What follows belongs to an exercise in optimizing a design on an open flow for small area, a short achievable clock period and few clock cycles per item; a production flow would make more cautious choices.
Function was checked by simulation only, so behaviour that the tests miss may differ from the original.
Power and IR drop assume default switching activity.

$ cat flow/run.sh
#!/bin/bash
# synth_recipe.tcl (not shown) runs the flow's synth.tcl, then flattens the netlist and writes it again
# the make line also repeats each setting of config.mk as NAME=value (left out here)
make -C /OpenROAD-flow-scripts/flow DESIGN_CONFIG=/design/flow/config.mk WORK_HOME=/design/flow/orfs CLKGATE_MAP_FILE= SYNTH_SCRIPT=/design/flow/synth_recipe.tcl finish
$ cat flow/config.mk
export PLATFORM = sky130hd
export DESIGN_NAME = gt3b_sc
export DESIGN_NICKNAME = gt3b_sc
export VERILOG_FILES = /design/flow/design.v
export SDC_FILE = /design/flow/constraint.sdc
export NUM_CORES = 4
export LEC_CHECK = 0
export CAP_MARGIN = 40
export CORE_MARGIN = 2
export CORE_UTILIZATION = 40
export PLACE_DENSITY = 0.6
export SLEW_MARGIN = 30
$ cat flow/constraint.sdc
create_clock -name core_clock -period 20.0 [get_ports {clk}]
set_input_delay 4.0000 -clock core_clock [delete_from_list [all_inputs] [get_ports {clk}]]
set_output_delay 4.0000 -clock core_clock [all_outputs]
set_load 0.01 [all_outputs]
$ cat flow/design.v
module gt3b_div (
    input  wire        clk,
    input  wire        rst,
    input  wire        start,
    input  wire [31:0] dividend,
    input  wire [15:0] divisor,
    output reg         done,
    output wire [31:0] quotient
);
    reg [31:0] quo;
    reg [16:0] rem;
    reg [15:0] den;
    reg [5:0]  cnt;
    reg        busy;
    wire [16:0] rem_sh = {rem[15:0], quo[31]};
    wire        fits   = rem_sh >= {1'b0, den};
    assign quotient = quo;
    always @(posedge clk) begin
        if (rst) begin
            busy <= 1'b0;
            done <= 1'b0;
            cnt  <= 6'd0;
            quo  <= 32'd0;
            rem  <= 17'd0;
            den  <= 16'd0;
        end else begin
            done <= 1'b0;
            if (start) begin
                quo  <= dividend;
                rem  <= 17'd0;
                den  <= divisor;
                cnt  <= 6'd32;
                busy <= 1'b1;
            end else if (busy) begin
                rem <= fits ? rem_sh - {1'b0, den} : rem_sh;
                quo <= {quo[30:0], fits};
                cnt <= cnt - 6'd1;
                if (cnt == 6'd1) begin
                    busy <= 1'b0;
                    done <= 1'b1;
                end
            end
        end
    end
endmodule
module gt3b_fu (
    input  wire               clk,
    input  wire               rst,
    input  wire               start,
    input  wire [2:0]         func,
    input  wire signed [15:0] x,
    input  wire [12:0]        k,
    input  wire               k_per_5000,
    input  wire signed [7:0]  strength,
    input  wire [15:0]        cal_raw,
    input  wire [15:0]        cal_left,
    input  wire [15:0]        cal_mid,
    input  wire [15:0]        cal_right,
    input  wire [15:0]        cal_dead,
    input  wire signed [15:0] last,
    input  wire [6:0]         turn,
    input  wire [6:0]         ret,
    input  wire               force_hit,
    input  wire signed [15:0] force_val,
    input  wire signed [7:0]  trim,
    input  wire [7:0]         ep_neg,
    input  wire [7:0]         ep_pos,
    input  wire signed [7:0]  subtrim,
    input  wire               reverse,
    output reg                done,
    output reg  signed [15:0] res,
    output reg  signed [15:0] res_last
);
    localparam F_CAL   = 3'd0;
    localparam F_EXPO  = 3'd1;
    localparam F_SCALE = 3'd2;
    localparam F_SLEW  = 3'd3;
    localparam F_CHP   = 3'd4;
    localparam S_IDLE = 5'd0;
    localparam S_CAL0 = 5'd1;
    localparam S_CAL1 = 5'd2;
    localparam S_EX0  = 5'd3;
    localparam S_EX1  = 5'd4;
    localparam S_EX2  = 5'd5;
    localparam S_EX3  = 5'd6;
    localparam S_EX4  = 5'd7;
    localparam S_SC0  = 5'd8;
    localparam S_SC1  = 5'd9;
    localparam S_SL0  = 5'd10;
    localparam S_SL1  = 5'd11;
    localparam S_SL2  = 5'd12;
    localparam S_SL3  = 5'd13;
    localparam S_CH0  = 5'd14;
    localparam S_CH1  = 5'd15;
    localparam S_CH2  = 5'd16;
    reg [4:0]         st;
    reg signed [15:0] xin;
    reg               neg;       
    reg               inv;       
    reg [6:0]         e;         
    reg [12:0]        xu;        
    reg signed [33:0] acc;       
    reg signed [15:0] val;       
    reg signed [15:0] d1;
    reg signed [15:0] d2;
    reg signed [19:0] ma;
    reg signed [17:0] mb;
    wire signed [37:0] mp = ma * mb;
    reg         div_start;
    reg  [31:0] div_num;
    reg  [15:0] div_den;
    wire        div_done;
    wire [31:0] div_q;
    gt3b_div u_div (
        .clk      (clk),
        .rst      (rst),
        .start    (div_start),
        .dividend (div_num),
        .divisor  (div_den),
        .done     (div_done),
        .quotient (div_q)
    );
    wire signed [15:0] q16 = div_q[15:0];
    wire [15:0]        cal_r  = (cal_raw < cal_left)  ? cal_left  :
                                (cal_raw > cal_right) ? cal_right : cal_raw;
    wire signed [18:0] cal_lo = $signed({3'b000, cal_mid}) - $signed({3'b000, cal_dead});
    wire signed [18:0] cal_hi = $signed({3'b000, cal_mid}) + $signed({3'b000, cal_dead});
    wire signed [18:0] cal_rs = $signed({3'b000, cal_r});
    wire               cal_bad   = cal_left > cal_right;
    wire               cal_left_ramp  = cal_rs < cal_lo;
    wire               cal_right_ramp = cal_rs > cal_hi;
    wire signed [18:0] cal_dl   = cal_lo - cal_rs;                       
    wire signed [18:0] cal_dr   = cal_rs - cal_hi;                       
    wire signed [18:0] cal_denl = cal_lo - $signed({3'b000, cal_left});
    wire signed [18:0] cal_denr = $signed({3'b000, cal_right}) - cal_hi;
    wire [12:0] x_abs  = xin[15] ? -xin[12:0] : xin[12:0];
    wire [12:0] ex_xu  = strength[7] ? 13'd5000 - x_abs : x_abs;
    wire [6:0]  ex_e   = strength[7] ? -strength[6:0] : strength[6:0];
    function [15:0] maxdelta_den;    
        input [6:0] r;
        maxdelta_den = {8'd0, 8'd200 - {r, 1'b0}};
    endfunction
    wire signed [15:0] sl_diff = xin - last;
    reg         sl_turn;             
    reg signed [15:0] sl_d1;
    reg signed [15:0] sl_d2;
    always @* begin
        sl_d2 = 16'sd0;
        if (last == 16'sd0) begin
            sl_turn = 1'b1;
            sl_d1   = xin;
        end else if (last < 16'sd0) begin
            if (xin < last) begin
                sl_turn = 1'b1;
                sl_d1   = sl_diff;
            end else begin
                sl_turn = 1'b0;
                if (xin > 16'sd0) begin
                    sl_d1 = -last;
                    sl_d2 = xin;
                end else begin
                    sl_d1 = sl_diff;
                end
            end
        end else begin
            if (xin > last) begin
                sl_turn = 1'b1;
                sl_d1   = sl_diff;
            end else begin
                sl_turn = 1'b0;
                if (xin < 16'sd0) begin
                    sl_d1 = -last;
                    sl_d2 = xin;
                end else begin
                    sl_d1 = sl_diff;
                end
            end
        end
    end
    wire [6:0]  sl_rate = sl_turn ? turn : ret;
    wire [15:0] d1_abs  = d1[15] ? -d1 : d1;
    wire [15:0] d2_abs  = d2[15] ? -d2 : d2;
    wire signed [15:0] ch_v0 = force_hit ? force_val : xin;
    wire signed [15:0] ch_v  = (ch_v0 > 16'sd5000)  ? 16'sd5000  :
                               (ch_v0 < -16'sd5000) ? -16'sd5000 : ch_v0;
    wire [15:0]        val_abs = val[15] ? -val : val;
    wire signed [33:0] ch_num  = acc + mp[33:0];
    wire [33:0]        ch_mag  = ch_num[33] ? -ch_num : ch_num;
    wire signed [15:0] ch_q    = neg ? -q16 : q16;
    wire signed [15:0] ch_sub  = ch_q + {{8{subtrim[7]}}, subtrim} * 16'sd10;
    always @* begin
        ma        = 20'sd0;
        mb        = 18'sd0;
        div_start = 1'b0;
        div_num   = 32'd0;
        div_den   = 16'd1;
        case (st)
            S_CAL0: begin
                if (cal_left_ramp) begin
                    ma      = {cal_dl[18], cal_dl};
                    div_den = cal_denl[15:0];
                end else begin
                    ma      = {cal_dr[18], cal_dr};
                    div_den = cal_denr[15:0];
                end
                mb        = 18'sd5000;
                div_num   = mp[31:0];
                div_start = !cal_bad && (cal_left_ramp || cal_right_ramp);
            end
            S_EX0: begin
                ma        = {7'd0, ex_xu};
                mb        = {5'd0, ex_xu};
                div_num   = mp[31:0];
                div_den   = 16'd5000;
                div_start = !(strength == 8'sd0 || xin == 16'sd0);
            end
            S_EX1: begin
                ma = div_q[19:0];
                mb = {11'd0, e};
            end
            S_EX2: begin
                ma        = acc[19:0];
                mb        = {5'd0, xu};
                div_num   = mp[31:0];
                div_den   = 16'd5000;
                div_start = 1'b1;
            end
            S_EX3: begin
                ma        = {7'd0, xu};
                mb        = 18'sd100 - {11'd0, e};
                div_num   = div_q + mp[31:0] + 32'd50;
                div_den   = 16'd100;
                div_start = div_done;
            end
            S_SC0: begin
                ma        = {7'd0, x_abs};
                mb        = {5'd0, k};
                div_num   = mp[31:0];
                div_den   = k_per_5000 ? 16'd5000 : 16'd100;
                div_start = 1'b1;
            end
            S_SL0: begin
                div_num   = 32'd1000;
                div_den   = maxdelta_den(sl_rate);
                div_start = !(xin == last || (turn == 7'd100 && ret == 7'd100)) && sl_rate != 7'd100;
            end
            S_SL2: begin
                div_num   = 32'd1000;
                div_den   = maxdelta_den(turn);
                div_start = d2 != 16'sd0 && turn != 7'd100;
            end
            S_CH0: begin
                ma = {{4{ch_v[15]}}, ch_v} * 20'sd5;
                mb = (ch_v < 16'sd0) ? {10'd0, ep_neg} : {10'd0, ep_pos};
            end
            S_CH1: begin
                ma        = {{12{trim[7]}}, trim};
                mb        = 18'sd5000 - {2'b00, val_abs};
                div_num   = ch_mag[31:0] + 32'd250;
                div_den   = 16'd500;
                div_start = 1'b1;
            end
            default: ;
        endcase
    end
    always @(posedge clk) begin
        if (rst) begin
            st       <= S_IDLE;
            done     <= 1'b0;
            res      <= 16'sd0;
            res_last <= 16'sd0;
            xin      <= 16'sd0;
            neg      <= 1'b0;
            inv      <= 1'b0;
            e        <= 7'd0;
            xu       <= 13'd0;
            acc      <= 34'sd0;
            val      <= 16'sd0;
            d1       <= 16'sd0;
            d2       <= 16'sd0;
        end else begin
            done <= 1'b0;
            case (st)
                S_IDLE: if (start) begin
                    xin <= x;
                    case (func)
                        F_CAL:   st <= S_CAL0;
                        F_EXPO:  st <= S_EX0;
                        F_SCALE: st <= S_SC0;
                        F_SLEW:  st <= S_SL0;
                        default: st <= S_CH0;
                    endcase
                end
                S_CAL0: begin
                    neg <= cal_left_ramp;
                    if (cal_bad || !(cal_left_ramp || cal_right_ramp)) begin
                        res  <= 16'sd0;
                        done <= 1'b1;
                        st   <= S_IDLE;
                    end else begin
                        st <= S_CAL1;
                    end
                end
                S_CAL1: if (div_done) begin
                    res  <= neg ? -q16 : q16;
                    done <= 1'b1;
                    st   <= S_IDLE;
                end
                S_EX0: begin
                    if (strength == 8'sd0 || xin == 16'sd0) begin
                        res  <= xin;
                        done <= 1'b1;
                        st   <= S_IDLE;
                    end else begin
                        xu  <= ex_xu;
                        e   <= ex_e;
                        inv <= strength[7];
                        neg <= xin[15];
                        st  <= S_EX1;
                    end
                end
                S_EX1: if (div_done) begin
                    acc <= mp[33:0];
                    st  <= S_EX2;
                end
                S_EX2: st <= S_EX3;
                S_EX3: if (div_done) st <= S_EX4;
                S_EX4: if (div_done) begin
                    if (inv) begin
                        res <= neg ? q16 - 16'sd5000 : 16'sd5000 - q16;
                    end else begin
                        res <= neg ? -q16 : q16;
                    end
                    done <= 1'b1;
                    st   <= S_IDLE;
                end
                S_SC0: begin
                    neg <= xin[15];
                    st  <= S_SC1;
                end
                S_SC1: if (div_done) begin
                    res  <= neg ? -q16 : q16;
                    done <= 1'b1;
                    st   <= S_IDLE;
                end
                S_SL0: begin
                    d1  <= sl_d1;
                    d2  <= sl_d2;
                    val <= xin;
                    if (xin == last || (turn == 7'd100 && ret == 7'd100)) begin
                        res  <= xin;
                        done <= 1'b1;
                        st   <= S_IDLE;
                    end else if (sl_rate == 7'd100) begin
                        st <= S_SL2;
                    end else begin
                        st <= S_SL1;
                    end
                end
                S_SL1: if (div_done) begin
                    if ({16'd0, d1_abs} > div_q) begin
                        res  <= d1[15] ? last - q16 : last + q16;
                        done <= 1'b1;
                        st   <= S_IDLE;
                    end else begin
                        st <= S_SL2;
                    end
                end
                S_SL2: begin
                    if (d2 != 16'sd0 && turn != 7'd100) begin
                        st <= S_SL3;
                    end else begin
                        res  <= val;
                        done <= 1'b1;
                        st   <= S_IDLE;
                    end
                end
                S_SL3: if (div_done) begin
                    if ({16'd0, d2_abs} > div_q)
                        res <= d2[15] ? -q16 : q16;
                    else
                        res <= val;
                    done <= 1'b1;
                    st   <= S_IDLE;
                end
                S_CH0: begin
                    val      <= ch_v;
                    res_last <= ch_v;
                    acc      <= mp[33:0];
                    st       <= S_CH1;
                end
                S_CH1: begin
                    neg <= ch_num[33];
                    st  <= S_CH2;
                end
                S_CH2: if (div_done) begin
                    res  <= reverse ? -ch_sub : ch_sub;
                    done <= 1'b1;
                    st   <= S_IDLE;
                end
                default: st <= S_IDLE;
            endcase
        end
    end
endmodule
module gt3b_sc (
    input  wire        clk,
    input  wire        rst,
    input  wire        req_valid,
    output wire        req_ready,
    input  wire        req_write,
    input  wire [6:0]  req_addr,
    input  wire [15:0] req_wdata,
    output reg         rsp_valid,
    output reg  [15:0] rsp_rdata,
    output reg         ev_valid,
    output reg  [3:0]  ev_ch,
    output reg  [15:0] ev_val,
    output reg         ev_frame,
    output wire [3:0]  nch
);
    localparam OP_NOP   = 8'h00;
    localparam OP_FRAME = 8'h01;
    localparam OP_STEER = 8'h02;
    localparam OP_THROT = 8'h03;
    localparam OP_AUX   = 8'h04;
    localparam OP_SYNC  = 8'h05;
    localparam OP_CAL   = 8'h10;
    localparam OP_EXPO  = 8'h11;
    localparam OP_DRATE = 8'h12;
    localparam OP_SLEW  = 8'h13;
    localparam OP_ABS   = 8'h14;
    localparam OP_CHP   = 8'h15;
    localparam OP_SEED  = 8'h16;
    localparam PH_PRIM  = 3'd0;
    localparam PH_STEER = 3'd1;
    localparam PH_THROT = 3'd2;
    localparam PH_AUX   = 3'd3;
    localparam PH_SYNC  = 3'd4;
    localparam STEP_END = 5'd31;
    localparam F_CAL   = 3'd0;
    localparam F_EXPO  = 3'd1;
    localparam F_SCALE = 3'd2;
    localparam F_SLEW  = 3'd3;
    localparam F_CHP   = 3'd4;
    localparam signed [15:0] FULL          = 16'sd5000;
    localparam signed [15:0] ABS_THRESHOLD = 16'sd500;
    reg               ill;
    reg signed [15:0] acc_r;
    reg [15:0]        frameseq;
    reg [15:0]        raw_st, raw_th;
    reg [15:0]        cal_r [0:7];       
    reg [3:0]         nch_r;
    reg [7:0]         reverse_r;
    reg [3:0]         ch_4ws;
    reg [3:0]         ch_dig;
    reg               crab;
    reg signed [7:0]  mix4ws;
    reg signed [15:0] digmix;
    reg signed [7:0]  expo_r [0:2];      
    reg [6:0]         dr_r [0:2];        
    reg [6:0]         stspd_turn, stspd_ret;
    reg [1:0]         abs_type;
    reg [3:0]         force_ch;
    reg signed [15:0] force_val;
    reg signed [7:0]  trim_r [0:1];      
    reg signed [7:0]  subtrim_r [0:7];   
    reg [7:0]         ep_r [0:15];       
    reg signed [7:0]  aux_r [0:5];       
    reg signed [15:0] last_r [0:7];      
    reg [2:0]         abs_cnt;
    reg               abs_red;
    reg signed [15:0] out_r [0:7];       
    wire [7:0] mixed = (ch_4ws != 4'd0 ? (8'd1 << (ch_4ws - 4'd1)) : 8'd0) |
                       (ch_dig != 4'd0 ? (8'd1 << (ch_dig - 4'd1)) : 8'd0);
    assign nch = nch_r;
    reg               busy;
    reg               waiting;           
    reg               frame_mode;        
    reg [2:0]         phase;
    reg [4:0]         step;
    reg [7:0]         op;
    reg [3:0]         sel;
    reg [3:0]         aux_ch;
    reg signed [15:0] v_r, p_r, q_r;
    assign req_ready = !busy;
    wire accept = req_valid && !busy;
    wire [7:0] w_op  = req_wdata[15:8];
    wire [3:0] w_rsv = req_wdata[7:4];
    wire [3:0] w_sel = req_wdata[3:0];
    reg        w_legal;
    always @* begin
        w_legal = 1'b0;
        if (w_rsv == 4'd0) begin
            case (w_op)
                OP_NOP, OP_FRAME, OP_STEER, OP_THROT, OP_AUX, OP_SYNC, OP_ABS:
                    w_legal = (w_sel == 4'd0);
                OP_CAL:
                    w_legal = (w_sel <= 4'd1);
                OP_EXPO, OP_DRATE:
                    w_legal = (w_sel <= 4'd2);
                OP_SLEW, OP_CHP, OP_SEED:
                    w_legal = (w_sel >= 4'd1 && w_sel <= 4'd8);
                default:
                    w_legal = 1'b0;
            endcase
        end
    end
    wire signed [15:0] w_s = req_wdata;
    wire signed [15:0] w_sat_full = (w_s > FULL) ? FULL : (w_s < -FULL) ? -FULL : w_s;
    wire signed [7:0]  w_sat_99   = (w_s > 16'sd99)  ? 8'sd99  : (w_s < -16'sd99)  ? -8'sd99  : w_s[7:0];
    wire signed [7:0]  w_sat_100  = (w_s > 16'sd100) ? 8'sd100 : (w_s < -16'sd100) ? -8'sd100 : w_s[7:0];
    wire [6:0]         w_min_100  = (req_wdata > 16'd100) ? 7'd100 : req_wdata[6:0];
    wire [7:0]         w_min_150  = (req_wdata > 16'd150) ? 8'd150 : req_wdata[7:0];
    wire [1:0]         w_min_3    = (req_wdata > 16'd3)   ? 2'd3   : req_wdata[1:0];
    wire [3:0]         w_nch      = (req_wdata < 16'd2) ? 4'd2 : (req_wdata > 16'd8) ? 4'd8 : req_wdata[3:0];
    wire [3:0]         w_4ws      = (req_wdata[3:0] == 4'd0 || (req_wdata[3:0] >= 4'd3 && req_wdata[3:0] <= 4'd8)) ?
                                    req_wdata[3:0] : 4'd0;
    wire [3:0]         w_dig      = (req_wdata[7:4] == 4'd0 || req_wdata[7:4] == 4'd1 ||
                                     (req_wdata[7:4] >= 4'd3 && req_wdata[7:4] <= 4'd8)) ? req_wdata[7:4] : 4'd0;
    wire [3:0]         w_force_ch = (req_wdata <= 16'd8) ? req_wdata[3:0] : 4'd0;
    reg [15:0] rd;
    always @* begin
        rd = 16'd0;
        case (req_addr)
            7'h01: rd = {15'd0, ill};
            7'h02: rd = acc_r;
            7'h03: rd = frameseq;
            7'h04: rd = raw_st;
            7'h05: rd = raw_th;
            7'h08, 7'h09, 7'h0A, 7'h0B, 7'h0C, 7'h0D, 7'h0E, 7'h0F:
                   rd = cal_r[req_addr[2:0]];
            7'h10: rd = {12'd0, nch_r};
            7'h11: rd = {8'd0, reverse_r};
            7'h12: rd = {7'd0, crab, ch_dig, ch_4ws};
            7'h13: rd = {{8{mix4ws[7]}}, mix4ws};
            7'h14: rd = digmix;
            7'h15: rd = {{8{expo_r[0][7]}}, expo_r[0]};
            7'h16: rd = {{8{expo_r[1][7]}}, expo_r[1]};
            7'h17: rd = {{8{expo_r[2][7]}}, expo_r[2]};
            7'h18: rd = {9'd0, dr_r[0]};
            7'h19: rd = {9'd0, dr_r[1]};
            7'h1A: rd = {9'd0, dr_r[2]};
            7'h1B: rd = {9'd0, stspd_turn};
            7'h1C: rd = {9'd0, stspd_ret};
            7'h1D: rd = {14'd0, abs_type};
            7'h1E: rd = {12'd0, force_ch};
            7'h1F: rd = force_val;
            7'h20: rd = {{8{trim_r[0][7]}}, trim_r[0]};
            7'h21: rd = {{8{trim_r[1][7]}}, trim_r[1]};
            7'h28, 7'h29, 7'h2A, 7'h2B, 7'h2C, 7'h2D, 7'h2E, 7'h2F:
                   rd = {{8{subtrim_r[req_addr[2:0]][7]}}, subtrim_r[req_addr[2:0]]};
            7'h30, 7'h31, 7'h32, 7'h33, 7'h34, 7'h35, 7'h36, 7'h37,
            7'h38, 7'h39, 7'h3A, 7'h3B, 7'h3C, 7'h3D, 7'h3E, 7'h3F:
                   rd = {8'd0, ep_r[req_addr[3:0]]};
            7'h42, 7'h43, 7'h44, 7'h45, 7'h46, 7'h47:
                   rd = {{8{aux_r[req_addr[2:0] - 3'd2][7]}}, aux_r[req_addr[2:0] - 3'd2]};
            7'h50, 7'h51, 7'h52, 7'h53, 7'h54, 7'h55, 7'h56, 7'h57:
                   rd = last_r[req_addr[2:0]];
            7'h58: rd = {7'd0, abs_red, 5'd0, abs_cnt};
            7'h59: rd = {8'd0, mixed};
            7'h60, 7'h61, 7'h62, 7'h63, 7'h64, 7'h65, 7'h66, 7'h67:
                   rd = out_r[req_addr[2:0]];
            default: rd = 16'd0;
        endcase
    end
    wire signed [15:0] abs_in = (phase == PH_PRIM) ? acc_r : v_r;
    wire [2:0]  abs_period = (abs_type == 2'd1) ? 3'd6 : (abs_type == 2'd2) ? 3'd4 : 3'd3;
    wire [3:0]  abs_cnt_inc = {1'b0, abs_cnt} + 4'd1;
    reg  [2:0]  abs_cnt_nx;
    reg         abs_red_nx;
    reg signed [15:0] abs_out;
    always @* begin
        abs_cnt_nx = abs_cnt;
        abs_red_nx = abs_red;
        abs_out    = abs_in;
        if (abs_type != 2'd0) begin
            if (abs_in > ABS_THRESHOLD) begin
                if (abs_cnt_inc >= {1'b0, abs_period}) begin
                    abs_cnt_nx = 3'd0;
                    abs_red_nx = !abs_red;
                end else begin
                    abs_cnt_nx = abs_cnt_inc[2:0];
                end
                if (abs_red_nx)
                    abs_out = abs_in >>> 1;      
            end else begin
                abs_cnt_nx = 3'd0;
                abs_red_nx = 1'b0;
            end
        end
    end
    reg               fu_go;
    reg [2:0]         fu_func;
    reg signed [15:0] fu_x;
    reg [12:0]        fu_k;
    reg               fu_k5000;
    reg signed [7:0]  fu_s;
    reg               fu_axis;
    reg [3:0]         fu_ch;             
    wire              fu_done;
    wire signed [15:0] fu_res;
    wire signed [15:0] fu_res_last;
    wire [2:0] fu_ci = fu_ch[2:0] - 3'd1;
    gt3b_fu u_fu (
        .clk        (clk),
        .rst        (rst),
        .start      (fu_go),
        .func       (fu_func),
        .x          (fu_x),
        .k          (fu_k),
        .k_per_5000 (fu_k5000),
        .strength   (fu_s),
        .cal_raw    (fu_axis ? raw_th   : raw_st),
        .cal_left   (fu_axis ? cal_r[4] : cal_r[0]),
        .cal_mid    (fu_axis ? cal_r[5] : cal_r[1]),
        .cal_right  (fu_axis ? cal_r[6] : cal_r[2]),
        .cal_dead   (fu_axis ? cal_r[7] : cal_r[3]),
        .last       (last_r[fu_ci]),
        .turn       (stspd_turn),
        .ret        (stspd_ret),
        .force_hit  (force_ch == fu_ch),
        .force_val  (force_val),
        .trim       (fu_ch == 4'd1 ? trim_r[0] : fu_ch == 4'd2 ? trim_r[1] : 8'sd0),
        .ep_neg     (ep_r[{fu_ci, 1'b0}]),
        .ep_pos     (ep_r[{fu_ci, 1'b1}]),
        .subtrim    (subtrim_r[fu_ci]),
        .reverse    (reverse_r[fu_ci]),
        .done       (fu_done),
        .res        (fu_res),
        .res_last   (fu_res_last)
    );
    wire signed [15:0] aux_val = aux_r[aux_ch[2:0] - 3'd3] * 16'sd50;
    integer i;
    always @(posedge clk) begin
        if (rst) begin
            ill        <= 1'b0;
            acc_r      <= 16'sd0;
            frameseq   <= 16'd0;
            raw_st     <= 16'h8000;
            raw_th     <= 16'h8000;
            cal_r[0]   <= 16'h0000;
            cal_r[1]   <= 16'h8000;
            cal_r[2]   <= 16'hFFFF;
            cal_r[3]   <= 16'h0000;
            cal_r[4]   <= 16'h0000;
            cal_r[5]   <= 16'h8000;
            cal_r[6]   <= 16'hFFFF;
            cal_r[7]   <= 16'h0000;
            nch_r      <= 4'd2;
            reverse_r  <= 8'd0;
            ch_4ws     <= 4'd0;
            ch_dig     <= 4'd0;
            crab       <= 1'b0;
            mix4ws     <= 8'sd0;
            digmix     <= 16'sd0;
            for (i = 0; i < 3; i = i + 1) begin
                expo_r[i] <= 8'sd0;
                dr_r[i]   <= 7'd100;
            end
            stspd_turn <= 7'd100;
            stspd_ret  <= 7'd100;
            abs_type   <= 2'd0;
            force_ch   <= 4'd0;
            force_val  <= 16'sd0;
            trim_r[0]  <= 8'sd0;
            trim_r[1]  <= 8'sd0;
            for (i = 0; i < 8; i = i + 1) begin
                subtrim_r[i] <= 8'sd0;
                last_r[i]    <= 16'sd0;
                out_r[i]     <= 16'sd0;
            end
            for (i = 0; i < 16; i = i + 1)
                ep_r[i] <= 8'd100;
            for (i = 0; i < 6; i = i + 1)
                aux_r[i] <= 8'sd0;
            abs_cnt    <= 3'd0;
            abs_red    <= 1'b0;
            busy       <= 1'b0;
            waiting    <= 1'b0;
            frame_mode <= 1'b0;
            phase      <= PH_PRIM;
            step       <= 5'd0;
            op         <= 8'd0;
            sel        <= 4'd0;
            aux_ch     <= 4'd3;
            v_r        <= 16'sd0;
            p_r        <= 16'sd0;
            q_r        <= 16'sd0;
            fu_go      <= 1'b0;
            fu_func    <= F_CAL;
            fu_x       <= 16'sd0;
            fu_k       <= 13'd0;
            fu_k5000   <= 1'b0;
            fu_s       <= 8'sd0;
            fu_axis    <= 1'b0;
            fu_ch      <= 4'd1;
            rsp_valid  <= 1'b0;
            rsp_rdata  <= 16'd0;
            ev_valid   <= 1'b0;
            ev_ch      <= 4'd0;
            ev_val     <= 16'd0;
            ev_frame   <= 1'b0;
        end else begin
            rsp_valid <= 1'b0;
            ev_valid  <= 1'b0;
            ev_frame  <= 1'b0;
            fu_go     <= 1'b0;
            if (accept) begin
                if (!req_write) begin
                    rsp_valid <= 1'b1;
                    rsp_rdata <= rd;
                end else begin
                    case (req_addr)
                        7'h00: begin
                            if (!w_legal) begin
                                ill <= 1'b1;
                            end else if (w_op != OP_NOP) begin
                                busy       <= 1'b1;
                                waiting    <= 1'b0;
                                op         <= w_op;
                                sel        <= w_sel;
                                step       <= 5'd0;
                                aux_ch     <= 4'd3;
                                frame_mode <= (w_op == OP_FRAME);
                                case (w_op)
                                    OP_FRAME, OP_STEER: phase <= PH_STEER;
                                    OP_THROT:           phase <= PH_THROT;
                                    OP_AUX:             phase <= PH_AUX;
                                    OP_SYNC:            phase <= PH_SYNC;
                                    default:            phase <= PH_PRIM;
                                endcase
                            end
                        end
                        7'h02: acc_r     <= w_sat_full;
                        7'h04: raw_st    <= req_wdata;
                        7'h05: raw_th    <= req_wdata;
                        7'h08, 7'h09, 7'h0A, 7'h0B, 7'h0C, 7'h0D, 7'h0E, 7'h0F:
                               cal_r[req_addr[2:0]] <= req_wdata;
                        7'h10: nch_r     <= w_nch;
                        7'h11: reverse_r <= req_wdata[7:0];
                        7'h12: begin
                            ch_4ws <= w_4ws;
                            ch_dig <= w_dig;
                            crab   <= req_wdata[8];
                        end
                        7'h13: mix4ws    <= w_sat_100;
                        7'h14: digmix    <= w_sat_full;
                        7'h15: expo_r[0] <= w_sat_99;
                        7'h16: expo_r[1] <= w_sat_99;
                        7'h17: expo_r[2] <= w_sat_99;
                        7'h18: dr_r[0]   <= w_min_100;
                        7'h19: dr_r[1]   <= w_min_100;
                        7'h1A: dr_r[2]   <= w_min_100;
                        7'h1B: stspd_turn <= w_min_100;
                        7'h1C: stspd_ret  <= w_min_100;
                        7'h1D: abs_type  <= w_min_3;
                        7'h1E: force_ch  <= w_force_ch;
                        7'h1F: force_val <= w_sat_full;
                        7'h20: trim_r[0] <= w_sat_99;
                        7'h21: trim_r[1] <= w_sat_99;
                        7'h28, 7'h29, 7'h2A, 7'h2B, 7'h2C, 7'h2D, 7'h2E, 7'h2F:
                               subtrim_r[req_addr[2:0]] <= w_sat_99;
                        7'h30, 7'h31, 7'h32, 7'h33, 7'h34, 7'h35, 7'h36, 7'h37,
                        7'h38, 7'h39, 7'h3A, 7'h3B, 7'h3C, 7'h3D, 7'h3E, 7'h3F:
                               ep_r[req_addr[3:0]] <= w_min_150;
                        7'h42, 7'h43, 7'h44, 7'h45, 7'h46, 7'h47:
                               aux_r[req_addr[2:0] - 3'd2] <= w_sat_100;
                        default: ;
                    endcase
                end
            end
            if (busy && waiting) begin
                if (fu_done) begin
                    waiting <= 1'b0;
                    if (fu_func == F_CHP) begin
                        last_r[fu_ci] <= fu_res_last;
                        out_r[fu_ci]  <= fu_res;
                        ev_valid      <= 1'b1;
                        ev_ch         <= fu_ch;
                        ev_val        <= fu_res;
                    end
                    case (phase)
                        PH_PRIM: begin
                            if (op != OP_CHP)
                                acc_r <= fu_res;
                            step <= STEP_END;
                        end
                        PH_STEER: begin
                            case (step)
                                5'd0, 5'd1, 5'd2: begin
                                    v_r  <= fu_res;
                                    step <= step + 5'd1;
                                end
                                5'd4: begin              
                                    digmix <= -fu_res;
                                    step   <= STEP_END;
                                end
                                5'd10: begin p_r <= fu_res; step <= 5'd11; end
                                5'd11: begin q_r <= fu_res; step <= 5'd12; end
                                5'd12: begin p_r <= fu_res; step <= 5'd13; end
                                5'd13: begin q_r <= fu_res; step <= 5'd14; end
                                5'd14: step <= 5'd15;
                                5'd15: step <= STEP_END;
                                5'd20: begin p_r <= fu_res; step <= 5'd21; end
                                default: step <= STEP_END;
                            endcase
                        end
                        PH_THROT: begin
                            case (step)
                                5'd0, 5'd1, 5'd3: begin
                                    v_r  <= fu_res;
                                    step <= step + 5'd1;
                                end
                                5'd4: step <= STEP_END;   
                                5'd5: begin p_r <= fu_res; step <= 5'd6; end
                                5'd6: begin q_r <= fu_res; step <= 5'd7; end
                                5'd7: step <= 5'd8;
                                default: step <= STEP_END;
                            endcase
                        end
                        PH_AUX: begin
                            aux_ch <= aux_ch + 4'd1;
                        end
                        default: step <= STEP_END;
                    endcase
                end
            end else if (busy) begin
                case (phase)
                    PH_PRIM: begin
                        if (step == STEP_END) begin
                            busy <= 1'b0;
                        end else begin
                            case (op)
                                OP_CAL: begin
                                    fu_go <= 1'b1; waiting <= 1'b1;
                                    fu_func <= F_CAL; fu_axis <= sel[0];
                                end
                                OP_EXPO: begin
                                    fu_go <= 1'b1; waiting <= 1'b1;
                                    fu_func <= F_EXPO; fu_x <= acc_r; fu_s <= expo_r[sel[1:0]];
                                end
                                OP_DRATE: begin
                                    fu_go <= 1'b1; waiting <= 1'b1;
                                    fu_func <= F_SCALE; fu_x <= acc_r;
                                    fu_k <= {6'd0, dr_r[sel[1:0]]}; fu_k5000 <= 1'b0;
                                end
                                OP_SLEW: begin
                                    fu_go <= 1'b1; waiting <= 1'b1;
                                    fu_func <= F_SLEW; fu_x <= acc_r; fu_ch <= sel;
                                end
                                OP_CHP: begin
                                    fu_go <= 1'b1; waiting <= 1'b1;
                                    fu_func <= F_CHP; fu_x <= acc_r; fu_ch <= sel;
                                end
                                OP_ABS: begin
                                    acc_r   <= abs_out;
                                    abs_cnt <= abs_cnt_nx;
                                    abs_red <= abs_red_nx;
                                    step    <= STEP_END;
                                end
                                OP_SEED: begin
                                    last_r[sel[2:0] - 3'd1] <= acc_r;
                                    step <= STEP_END;
                                end
                                default: step <= STEP_END;
                            endcase
                        end
                    end
                    PH_STEER: begin
                        case (step)
                            5'd0: begin                  
                                fu_go <= 1'b1; waiting <= 1'b1;
                                fu_func <= F_CAL; fu_axis <= 1'b0;
                            end
                            5'd1: begin                  
                                fu_go <= 1'b1; waiting <= 1'b1;
                                fu_func <= F_EXPO; fu_x <= v_r; fu_s <= expo_r[0];
                            end
                            5'd2: begin                  
                                fu_go <= 1'b1; waiting <= 1'b1;
                                fu_func <= F_SCALE; fu_x <= v_r;
                                fu_k <= {6'd0, dr_r[0]}; fu_k5000 <= 1'b0;
                            end
                            5'd3: begin                  
                                if (ch_dig == 4'd1) begin
                                    last_r[0] <= -digmix;
                                    step <= 5'd4;
                                end else if (ch_4ws != 4'd0) begin
                                    p_r  <= v_r;
                                    q_r  <= crab ? -v_r : v_r;
                                    step <= 5'd10;
                                end else begin
                                    step <= 5'd20;
                                end
                            end
                            5'd4: begin                  
                                fu_go <= 1'b1; waiting <= 1'b1;
                                fu_func <= F_SLEW; fu_x <= v_r; fu_ch <= 4'd1;
                            end
                            5'd10: begin                 
                                if (mix4ws < 8'sd0) begin
                                    fu_go <= 1'b1; waiting <= 1'b1;
                                    fu_func <= F_SCALE; fu_x <= p_r;
                                    fu_k <= 13'd100 + {{5{mix4ws[7]}}, mix4ws}; fu_k5000 <= 1'b0;
                                end else begin
                                    step <= 5'd11;
                                end
                            end
                            5'd11: begin                 
                                if (mix4ws > 8'sd0) begin
                                    fu_go <= 1'b1; waiting <= 1'b1;
                                    fu_func <= F_SCALE; fu_x <= q_r;
                                    fu_k <= 13'd100 - {5'd0, mix4ws}; fu_k5000 <= 1'b0;
                                end else begin
                                    step <= 5'd12;
                                end
                            end
                            5'd12: begin
                                fu_go <= 1'b1; waiting <= 1'b1;
                                fu_func <= F_SLEW; fu_x <= p_r; fu_ch <= 4'd1;
                            end
                            5'd13: begin
                                fu_go <= 1'b1; waiting <= 1'b1;
                                fu_func <= F_SLEW; fu_x <= q_r; fu_ch <= ch_4ws;
                            end
                            5'd14: begin
                                fu_go <= 1'b1; waiting <= 1'b1;
                                fu_func <= F_CHP; fu_x <= p_r; fu_ch <= 4'd1;
                            end
                            5'd15: begin
                                fu_go <= 1'b1; waiting <= 1'b1;
                                fu_func <= F_CHP; fu_x <= q_r; fu_ch <= ch_4ws;
                            end
                            5'd20: begin                 
                                fu_go <= 1'b1; waiting <= 1'b1;
                                fu_func <= F_SLEW; fu_x <= v_r; fu_ch <= 4'd1;
                            end
                            5'd21: begin
                                fu_go <= 1'b1; waiting <= 1'b1;
                                fu_func <= F_CHP; fu_x <= p_r; fu_ch <= 4'd1;
                            end
                            default: begin               
                                if (frame_mode) begin
                                    phase <= PH_THROT;
                                    step  <= 5'd0;
                                end else begin
                                    busy <= 1'b0;
                                end
                            end
                        endcase
                    end
                    PH_THROT: begin
                        case (step)
                            5'd0: begin
                                fu_go <= 1'b1; waiting <= 1'b1;
                                fu_func <= F_CAL; fu_axis <= 1'b1;
                            end
                            5'd1: begin
                                fu_go <= 1'b1; waiting <= 1'b1;
                                fu_func <= F_EXPO; fu_x <= v_r;
                                fu_s <= (v_r < 16'sd0) ? expo_r[1] : expo_r[2];
                            end
                            5'd2: begin
                                v_r     <= abs_out;
                                abs_cnt <= abs_cnt_nx;
                                abs_red <= abs_red_nx;
                                step    <= 5'd3;
                            end
                            5'd3: begin
                                fu_go <= 1'b1; waiting <= 1'b1;
                                fu_func <= F_SCALE; fu_x <= v_r;
                                fu_k <= {6'd0, (v_r < 16'sd0) ? dr_r[1] : dr_r[2]}; fu_k5000 <= 1'b0;
                            end
                            5'd4: begin
                                if (ch_dig == 4'd0) begin
                                    fu_go <= 1'b1; waiting <= 1'b1;
                                    fu_func <= F_CHP; fu_x <= v_r; fu_ch <= 4'd2;
                                end else begin
                                    p_r  <= v_r;
                                    q_r  <= v_r;
                                    step <= 5'd5;
                                end
                            end
                            5'd5: begin                  
                                if (digmix < 16'sd0) begin
                                    fu_go <= 1'b1; waiting <= 1'b1;
                                    fu_func <= F_SCALE; fu_x <= p_r;
                                    fu_k <= 13'd5000 + digmix[12:0]; fu_k5000 <= 1'b1;
                                end else begin
                                    step <= 5'd6;
                                end
                            end
                            5'd6: begin                  
                                if (digmix > 16'sd0) begin
                                    fu_go <= 1'b1; waiting <= 1'b1;
                                    fu_func <= F_SCALE; fu_x <= q_r;
                                    fu_k <= 13'd5000 - digmix[12:0]; fu_k5000 <= 1'b1;
                                end else begin
                                    step <= 5'd7;
                                end
                            end
                            5'd7: begin
                                fu_go <= 1'b1; waiting <= 1'b1;
                                fu_func <= F_CHP; fu_x <= p_r; fu_ch <= 4'd2;
                            end
                            5'd8: begin
                                fu_go <= 1'b1; waiting <= 1'b1;
                                fu_func <= F_CHP; fu_x <= q_r; fu_ch <= ch_dig;
                            end
                            default: begin
                                if (frame_mode) begin
                                    phase  <= PH_AUX;
                                    aux_ch <= 4'd3;
                                    step   <= 5'd0;
                                end else begin
                                    busy <= 1'b0;
                                end
                            end
                        endcase
                    end
                    PH_AUX: begin
                        if (aux_ch > nch_r) begin
                            if (frame_mode) begin
                                phase <= PH_SYNC;
                                step  <= 5'd0;
                            end else begin
                                busy <= 1'b0;
                            end
                        end else if (mixed[aux_ch[2:0] - 3'd1]) begin
                            aux_ch <= aux_ch + 4'd1;
                        end else begin
                            fu_go <= 1'b1; waiting <= 1'b1;
                            fu_func <= F_CHP; fu_x <= aux_val; fu_ch <= aux_ch;
                        end
                    end
                    default: begin                       
                        frameseq <= frameseq + 16'd1;
                        ev_frame <= 1'b1;
                        busy     <= 1'b0;
                    end
                endcase
            end
        end
    end
endmodule
==> results.cfg <==
[run_status]
status = timing/DRC/antenna clean

[critical_path]
cp_slowest_cell = xnor3_2
critPathLaunchType = flip-flop
startpoint = fu_axis
required_ns = 20.74
cp_top_family = compound AO/OA/AOI/OAI gates
r2r_cells = 77
cp.arrival_ns = 19.35
r2r-start = fu_axis
ff2ff_setup_slack_ns = 1.39
cp-end-kind = flip-flop
max_stage_delay_ns = 0.61
crit_type = flip-flop to flip-flop
path_max_fanout = 39
path_depth = 77
r2r_end = u_fu.u_div.quo[22]
crit_top_cell = a21oi_1
cp_num_buf_inv = 6

[pwr]
internal_power_mw = 5.93
leakagePower_nw = 42.5
swShare_pct = 40.4
clockPowerShare_pct = 29.0
seq_power_share_pct = 29.8
peakVddDrop_mv = 0.0819
p_comb_share_pct = 41.2
p_per_area_nw_per_um2 = 90.3
switchingPower_mw = 4.02

[synthesis]
yosysTopAreaCellShare_pct = 19.4
syn_inst = 11190
synth.distinct_cells = 104
synth_top_cell_by_area = edfxtp_1
synth_edf_count = 640
syn_avg_cell_area_um2 = 8.87
ys.flop_type = edfxtp_1
synth_warnings = 9
syn_nets = 12115
synth_area_um2 = 99300
ys_ff_latch = 1242
synth_area_leaders = edfxtp_1 (19%), dfxtp_1 (12%), fa_1 (7.0%), ha_1 (6.9%), mux4_2 (6.4%)
async_flop_share_pct = 0
ys_seq_area_share_pct = 31.5

[cts]
postCtsSetupBuffers = 0
tritoncts = yes
clk_path_buf_depth = 3
postCtsHoldBufs = 0
cts.sinks = 1242
cts_htree_levels = 4
cts_resized = 0
cts_buffers = 151
path_clk_slew_ns = 0.06
clk_latency_ns = 0.89
cts-root-buf = clkbuf_16

[layout]
multi_input_area_um2 = 62900
final_nets = 11975
fillCellCount = 24014
layout-drive-gt1-share_pct = 10.6
utilization_pct = 44.7
regArea_um2 = 31300
syn_to_final_growth_pct = 11.0

[routing]
drc = 0
vias_per_cell = 6.26
drt_iter0_markers = 12060
drt_wl_total_um = 427000
vias = 90826
dr.pass1.iters = 10
antenna_left = 0
routedWlPerCell_um = 29.4

[sta]
maxSlewHeadroom_pct = 23.7
fmax_mhz = 53.7
period_minus_slack_ns = 18.61
setup_tns_ns = 0
period_share_pct = 93.0
rsz0062_at_grt = false
setup_violations = 0
fin_skew_ns = 0.0840
finalHoldViolCount = 0
whs_ns = 0.452
final_max_slew_viol_count = 0
tightest_slew_ns = 1.14

[floorplanning]
die_area_um2 = 252000
ios = 71
die_y_um = 502
core_um2 = 246000
fp.dieW_um = 502
initial_utilization_pct = 40.3
num_rows = 182

[placement]
gp_congestion = 1.04
io_buffers = 70
place_hpwl_um = 325000

[global_routing]
grt_util_all_layers_pct = 33.0
antenna_found_initial = 27
grt_pass1_vias = 86542
overflow = 0
grt_start_max_net_pins = 148
grt_pass1_wl_um = 612000

[hold_path]
holdPathEnd = u_fu.u_div.den[10]
worstHoldStart = u_fu.u_div.den[10]
min_delay_path_depth = 2
hold_class = flip-flop to flip-flop

[flow_run]
max-cap-violations = 0
[synthesized netlist by cell type, types with 41 or more instances]
master / n
nor2_1: 1327
nand2_1: 1310
a21oi_1: 790
inv_1: 743
clkbuf_1: 648
edfxtp_1: 640
dfxtp_1: 602
ha_1: 550
o21ai_0: 410
xnor2_1: 375
fa_1: 348
mux2i_1: 286
mux4_2: 283
a211oi_1: 229
nor3_1: 229
xor2_1: 173
nand3_1: 156
and2_1: 141
a21o_1: 136
and3_1: 123
nand2b_1: 110
a22oi_1: 109
a221oi_1: 99
nor2b_1: 89
buf_1: 86
o211ai_1: 81
a31oi_1: 79
mux2_2: 76
nor4_1: 75
o22ai_1: 74
nand4_1: 73
a222oi_1: 57
o31ai_1: 53
or2_2: 52
or3_1: 48
a22o_1: 42
o21bai_1: 41
[layer usage]
layer / routed length [um] / GRT usage, % / vias up / share of wire, %
li1: - / - / 39623 / -
met1: 168000 / 43.1 / 44750 / 39
met2: 185000 / 50.0 / 5331 / 43
met3: 43900 / 7.54 / 1104 / 10
met4: 30000 / 19.6 / 18 / 7.0
met5: 257 / 0 / - / 0.060
[sequential cells by signal, summed over array words and instances, names as in the netlist, 21 cells and up]
signal and count:
cal_r 128, ep_r 128, last_r 128, out_r 128, aux_r 64, subtrim_r 64
u_fu.acc 34, u_fu.u_div.quo 32, expo_r 24, dr_r 21
[through the flow]
stage	power (mW)	area, um2	std cells	setup slack (ns)
detailed placement	6.99	105000	14185	1.51
floorplan	5.76	99300	11190	2.08
CTS	9.88	110000	14460	1.36
global placement	6.92	104000	14129	1.76
finish	9.95	110000	14501	1.39
global route	10.4	110000	14490	0.0111
[worst max-delay path by stage]
stage | endpoint | slack (ns)
after CTS | u_fu.u_div.quo[22] | 1.36
after detailed placement | u_fu.u_div.quo[22] | 1.51
after global routing | u_fu.u_div.quo[22] | 0.01
final | u_fu.u_div.quo[22] | 1.39
after global placement | u_fu.u_div.quo[25] | 1.76
after floorplan | u_fu.u_div.quo[25] | 2.08
[tightest hold or removal path: cells and delay by family (launching register included)]
family | cells | cell delay [ns]
AOI/OAI and AO/OA | 1 | 0.05
and+or+nand+nor | 1 | 0.05
DFF | 1 | 0.31
[kinds of logic after synthesis]
group,after synthesis,share of synthesized area [%]
adders and majority gates,898,13.9
DFF,1242,31.5
AOI/OAI and AO/OA,2519,16.6
buffers and inverters,1502,5.72
muxes,646,10.2
xor gates and xnor gates,549,4.86
and+or+nand+nor,3834,17.3
[power by group through the flow]
stage               Sequential [mW]  Clock [mW]  Combinational (mW)
finish                         2.96        2.89                4.10
global route                   2.97        3.01                4.42
CTS                            2.96        2.91                4.01
detailed placement             3.01           0                3.98
global placement               3.00           0                3.92
floorplan                      2.92           0                2.83
[cell type report]
type,count,share of cell area (%)
flip-flops and latches,1242,28.4
well taps,3312,3.76
diodes,17,0.0386
repair buffers,457,3.50
inverters,752,2.57
multi-input cells,8446,57.1
clock inverters,73,0.898
clock buffers,202,3.78
[cells in the final DEF (no fill, tap or decap), drive strengths merged, types with 143 or more instances in the layout]
master	n
fa	348
nand3	156
nor3	230
xnor2	375
mux2i	286
edfxtp	640
inv	749
buf	382
a21oi	791
clkbuf	213
dfxtp	602
xor2	173
nor2	1327
nand2	1310
ha	550
and2	143
o21ai	425
mux4	283
a211oi	229
Testbench counts, summed over its fixed seeds: cycles 532,182, frames 960.

## re-timing with driven ports
Ports are ideal in the flow. The routed layout listed here was re-timed in OpenROAD.
Step 1: set_driving_cell puts a clkbuf_16 on clk and a buf_2 on each other input, an assumption about the parent block.
Step 2, shift: input delay + t, output delay - t, t = (earliest + latest rising clock arrival at the registers) / 2. This alone moves slack from input paths to output paths.
Three values: ideal, step 1, step 2; two values: the first two.
t (ns): 0.953
slack for setup (ns): 1.391 / 1.391 / 1.391
latest minus earliest clock arrival (ns): 0.087 / 0.087
cell pins on the clock port's net: 1
After both steps setup and hold are still met in this run. For this run, drivers alone change the setup slack by 0.000 ns; drivers and shift together by 0.000 ns.
